Context: an optimization exercise on an open-source flow, tuned for small area. The choices shown serve that exercise and are no tape-out recipe. Where RTL was checked, it was by simulation tests only, not by an equivalence proof against the original. No activity file was given, so power comes from the tool's default toggle rates.

==> inputs of branch yarrow <==
Design rxfifo_fsm, start of the top module:
module rxfifo_fsm (
  input  wire        clk,
  input  wire        rst,           
  input  wire        cmd_valid,
  input  wire [11:0] cmd_word,
  output wire        cmd_ready,
  output reg         rsp_valid,
  output wire [11:0] rsp_word,
  output reg         dat_valid,
  output wire [7:0]  dat_byte,
  input  wire        irq_valid,
  input  wire [11:0] irq_word,
  output wire        irq_ready,
  output wire        adc_trigger
);
make LEC_CHECK=0 CAP_MARGIN=20 CORE_MARGIN=2 CORE_UTILIZATION=60 CTS_BUF_LIST=sky130_fd_sc_hd__clkbuf_8 PLACE_DENSITY=0.75 SLEW_MARGIN=20 SYNTH_HIERARCHICAL=1 SYNTH_MINIMUM_KEEP_SIZE=0 finish   # period 10.0 ns
run.sh (not shown) runs the stock make flow with config.mk's settings and CLKGATE_MAP_FILE= SYNTH_SCRIPT=/design/flow/synth_recipe.tcl, a recipe that flattens the netlist after the stock synthesis.
==> branch cedar: changes against branch yarrow <==
--- a/flow/design.v
+++ b/flow/design.v
@@ -28,14 +28,14 @@
                    ERR_NOTINIT  = 2'd2,
                    ERR_ALREADY  = 2'd3;
   localparam [2:0] S_ANALYZING = 3'd5,
                    C_OTHER     = 3'd7;
   reg [7:0] rb_mem [0:15];
-  reg [4:0] rb_cnt;        
+  reg [4:0] rb_cnt;
   reg       rb_valid;
   reg [2:0] rxc;           
-  reg [2:0] fr_state;      
+  reg [2:0] fr_state;
   reg       drain_busy;
   reg [4:0] drain_left;    
   reg [1:0] r_err;
   reg       r_trig;
   reg       r_st;
@@ -51,20 +51,11 @@
   wire [3:0] c_op  = cmd_word[11:8];
   wire [7:0] c_arg = cmd_word[7:0];
   wire arg_zero = (c_arg == 8'h00);
   wire rb_full  = rb_cnt[4];
   wire rb_empty = (rb_cnt == 5'd0);
-  wire [7:0]  rb_head;
-  wire [15:0] rb_sel = 16'd1 << rb_cnt[3:0];
-  rb_rdmux u_rdmux (
-    .d({rb_mem[15], rb_mem[14], rb_mem[13], rb_mem[12],
-        rb_mem[11], rb_mem[10], rb_mem[9],  rb_mem[8],
-        rb_mem[7],  rb_mem[6],  rb_mem[5],  rb_mem[4],
-        rb_mem[3],  rb_mem[2],  rb_mem[1],  rb_mem[0]}),
-    .sel(rb_sel),
-    .y(rb_head)
-  );
+  wire [7:0] rb_head = rb_mem[rb_cnt[3:0]];
   wire fr_flag = (fr_state == S_ANALYZING);
   function [2:0] byte_class(input [7:0] b);
     case (b)
       8'h3A:   byte_class = 3'd0;
       8'h50:   byte_class = 3'd1;
@@ -85,26 +76,36 @@
   wire op_poll  = (c_op == OP_POLL);
   wire c_legal = op_put | op_drain | op_feed |
                  ((op_init | op_get | op_full | op_empty | op_step | op_poll) & arg_zero);
   wire needs_rb = op_put | op_get | op_full | op_empty | op_drain |
                   (op_poll & !fr_flag);
-  wire [1:0] c_err;
-  assign c_err[1] = c_legal & ((needs_rb & !rb_valid) | (op_init & rb_valid));
-  assign c_err[0] = !c_legal | (op_init & rb_valid);
+  reg [1:0] c_err;
+  always @* begin
+    if (!c_legal)
+      c_err = ERR_ILLEGAL;
+    else if (needs_rb && !rb_valid)
+      c_err = ERR_NOTINIT;
+    else if (op_init && rb_valid)
+      c_err = ERR_ALREADY;
+    else
+      c_err = ERR_OK;
+  end
   wire c_ok = (c_err == ERR_OK);
-  wire [2:0] in_class = byte_class(c_op[0] ? c_arg : rb_head);
+  wire poll_pop = op_poll & !fr_flag & !rb_empty;
+  wire get_pop  = op_get & !rb_empty;
+  wire [2:0] in_class = byte_class(op_feed ? c_arg : rb_head);
   wire [2:0] fs_class = (op_feed | op_poll) ? in_class : rxc;
   wire       fs_match = (fs_class == fr_state);
   wire [2:0] fs_next  = (!fr_flag && fs_match) ? fr_state + 3'd1 : 3'd0;
   wire       fs_st    = (fs_next == S_ANALYZING);
   wire       fs_cmd   = op_step | op_feed | (op_poll & (fr_flag | !rb_empty));
   wire cmd_ok   = cmd_fire && c_ok;
-  wire do_beat  = drain_busy && !drain_left[4] && !rb_empty;
+  wire do_beat  = drain_busy && (drain_left != 5'd0) && !rb_empty;
   wire finish   = drain_busy && !do_beat;
   wire do_put   = (irq_fire && irq_word[11:8] == OP_RX_IRQ) || (cmd_ok && op_put);
   wire [7:0] put_byte = irq_fire ? irq_word[7:0] : c_arg;
-  wire do_pop   = do_beat || (cmd_ok && !rb_empty && (op_get || (op_poll && !fr_flag)));
+  wire do_pop   = do_beat || (cmd_ok && (get_pop || poll_pop));
   wire do_init  = cmd_ok && op_init;
   wire fs_do    = cmd_ok && fs_cmd;
   wire start    = cmd_ok && op_drain;
   integer i;
   always @(posedge clk) begin
@@ -123,30 +124,32 @@
         rb_cnt <= rb_cnt + 5'd1;
     end else if (do_pop)
       rb_cnt <= rb_cnt - 5'd1;
   end
   always @(posedge clk) begin
-    drain_left <= (start ? ((c_arg[7:4] != 4'd0) ? 5'd16 : {1'b0, c_arg[3:0]})
-                         : drain_left) - 5'd1;
+    if (start)
+      drain_left <= (c_arg[7:4] != 4'd0) ? 5'd16 : {1'b0, c_arg[3:0]};
+    else
+      drain_left <= drain_left - 5'd1;
   end
   always @(posedge clk) begin
     r_err  <= drain_busy ? ERR_OK : c_err;
     r_data <= (do_beat || (op_get && c_ok && !drain_busy && !rb_empty)) ? rb_head : 8'h00;
     if (!drain_busy) begin
-      if (!c_ok)
-        r_st <= 1'b0;
-      else if (op_put | op_full)
+      if (op_put | op_full)
         r_st <= rb_full;
       else if (op_get)
         r_st <= !rb_empty;
       else if (op_empty)
         r_st <= rb_empty;
       else if (op_drain)
         r_st <= !arg_zero && !rb_empty;
       else if (fs_cmd)
         r_st <= fs_st;
       else
+        r_st <= 1'b0;
+      if (!c_ok)
         r_st <= 1'b0;
     end
   end
   always @(posedge clk) begin
     if (rst) begin
@@ -164,26 +167,16 @@
         drain_busy <= 1'b1;
       if (finish)
         drain_busy <= 1'b0;
       if (fs_do) begin
         fr_state <= fs_next;
-        if (op_feed || (op_poll && !fr_flag))
+        if (op_feed)
+          rxc <= in_class;
+        else if (op_poll && !fr_flag)
           rxc <= in_class;
       end
       rsp_valid <= (cmd_fire && !start) || finish;
       dat_valid <= do_beat;
       r_trig    <= fs_do && fr_flag;
     end
   end
 endmodule
-module rb_rdmux (
-  input  wire [127:0] d,
-  input  wire [15:0]  sel,
-  output reg  [7:0]   y
-);
-  integer k;
-  always @* begin
-    y = 8'h00;
-    for (k = 0; k < 16; k = k + 1)
-      y = y | (d[k*8 +: 8] & {8{sel[k]}});
-  end
-endmodule
Settings changed: CTS_CLUSTER_DIAMETER set to 150, CTS_CLUSTER_SIZE set to 50, SYNTH_HIERARCHICAL 1 to unset, SYNTH_MINIMUM_KEEP_SIZE 0 to unset.
==> comparison table <==
Layout multi-input combinational cell count: branch cedar 370; branch yarrow 291
Global routing met1 resource utilization: branch cedar 39.0%; branch yarrow 36.4%
Power Clock: branch cedar 482 µW; branch yarrow 417 µW
Final critical-path required period: branch cedar 5.49 ns; branch yarrow 5.52 ns
Sequential group power: branch cedar 746 µW; branch yarrow 754 µW
Violation count after the first detailed-route iteration: branch cedar 673; branch yarrow 481
Count of warnings emitted by yosys: branch cedar 2; branch yarrow 9
Combined global-route utilization of all metal layers: branch cedar 27.9%; branch yarrow 25.8%
Slew margin rel.: branch cedar 26.5%; branch yarrow 23.1%
Result of the run: branch cedar finished clean; branch yarrow finished clean
Proportion of cell area occupied by multi-input gates: branch cedar 30.1%; branch yarrow 28.2%
Die footprint: branch cedar 13,000 µm²; branch yarrow 12,500 µm²
Worst Setup Slack post-DPL: branch cedar 4.07 ns; branch yarrow 4.05 ns
Final Routed Wirelength: branch cedar 17.2 mm; branch yarrow 15.7 mm
Most frequent CP cell: branch cedar o21ai_0; branch yarrow a31oi_1
Slew of the pin with the lowest slew margin: branch cedar 1.09 ns; branch yarrow 1.15 ns
Sequential share of cell area: branch cedar 54.9%; branch yarrow 57.8%
Routability congestion estimate from global placement: branch cedar 0.887; branch yarrow 0.884
Worst hold margin: branch cedar 0.451 ns; branch yarrow 0.451 ns
Post-Layout Inst Area: branch cedar 8190 µm²; branch yarrow 7770 µm²
Critical Path Slowest Stage Cell: branch cedar buf_4; branch yarrow clkdlybuf4s50_1
Tap cells: branch cedar 147; branch yarrow 143
The RTL of branch cedar was laid out without a check of its function.

-- static timing again, ports no longer ideal --
The flow's constraints put no driver on any port. The routed layouts listed below were extracted and timed again, unchanged, in two steps.
Step 1: set_driving_cell puts a clkbuf_16 on clk and a buf_2 on each other input, an assumption about the parent block.
Step 2 times the ports against the registers' clock, not the clock port: input delays grow and output delays shrink by t, the midpoint of the rising clock arrivals with the driver on.
a / b / c = no drivers / after step 1 / after step 2; a / b = the first two.
| run | t (ns) | setup WS [ns] | hold slack, ns |
|---|---|---|---|
| branch yarrow | 0.485 | 4.484 / 4.492 / 4.007 | 0.451 / 0.451 / 0.451 |
| branch cedar | 0.499 | 4.510 / 4.526 / 4.026 | 0.451 / 0.451 / 0.451 |
After both steps setup and hold are still met in every run listed. For branch cedar, which loses most, drivers alone change the setup slack by +0.016 ns; drivers and shift together by -0.484 ns.
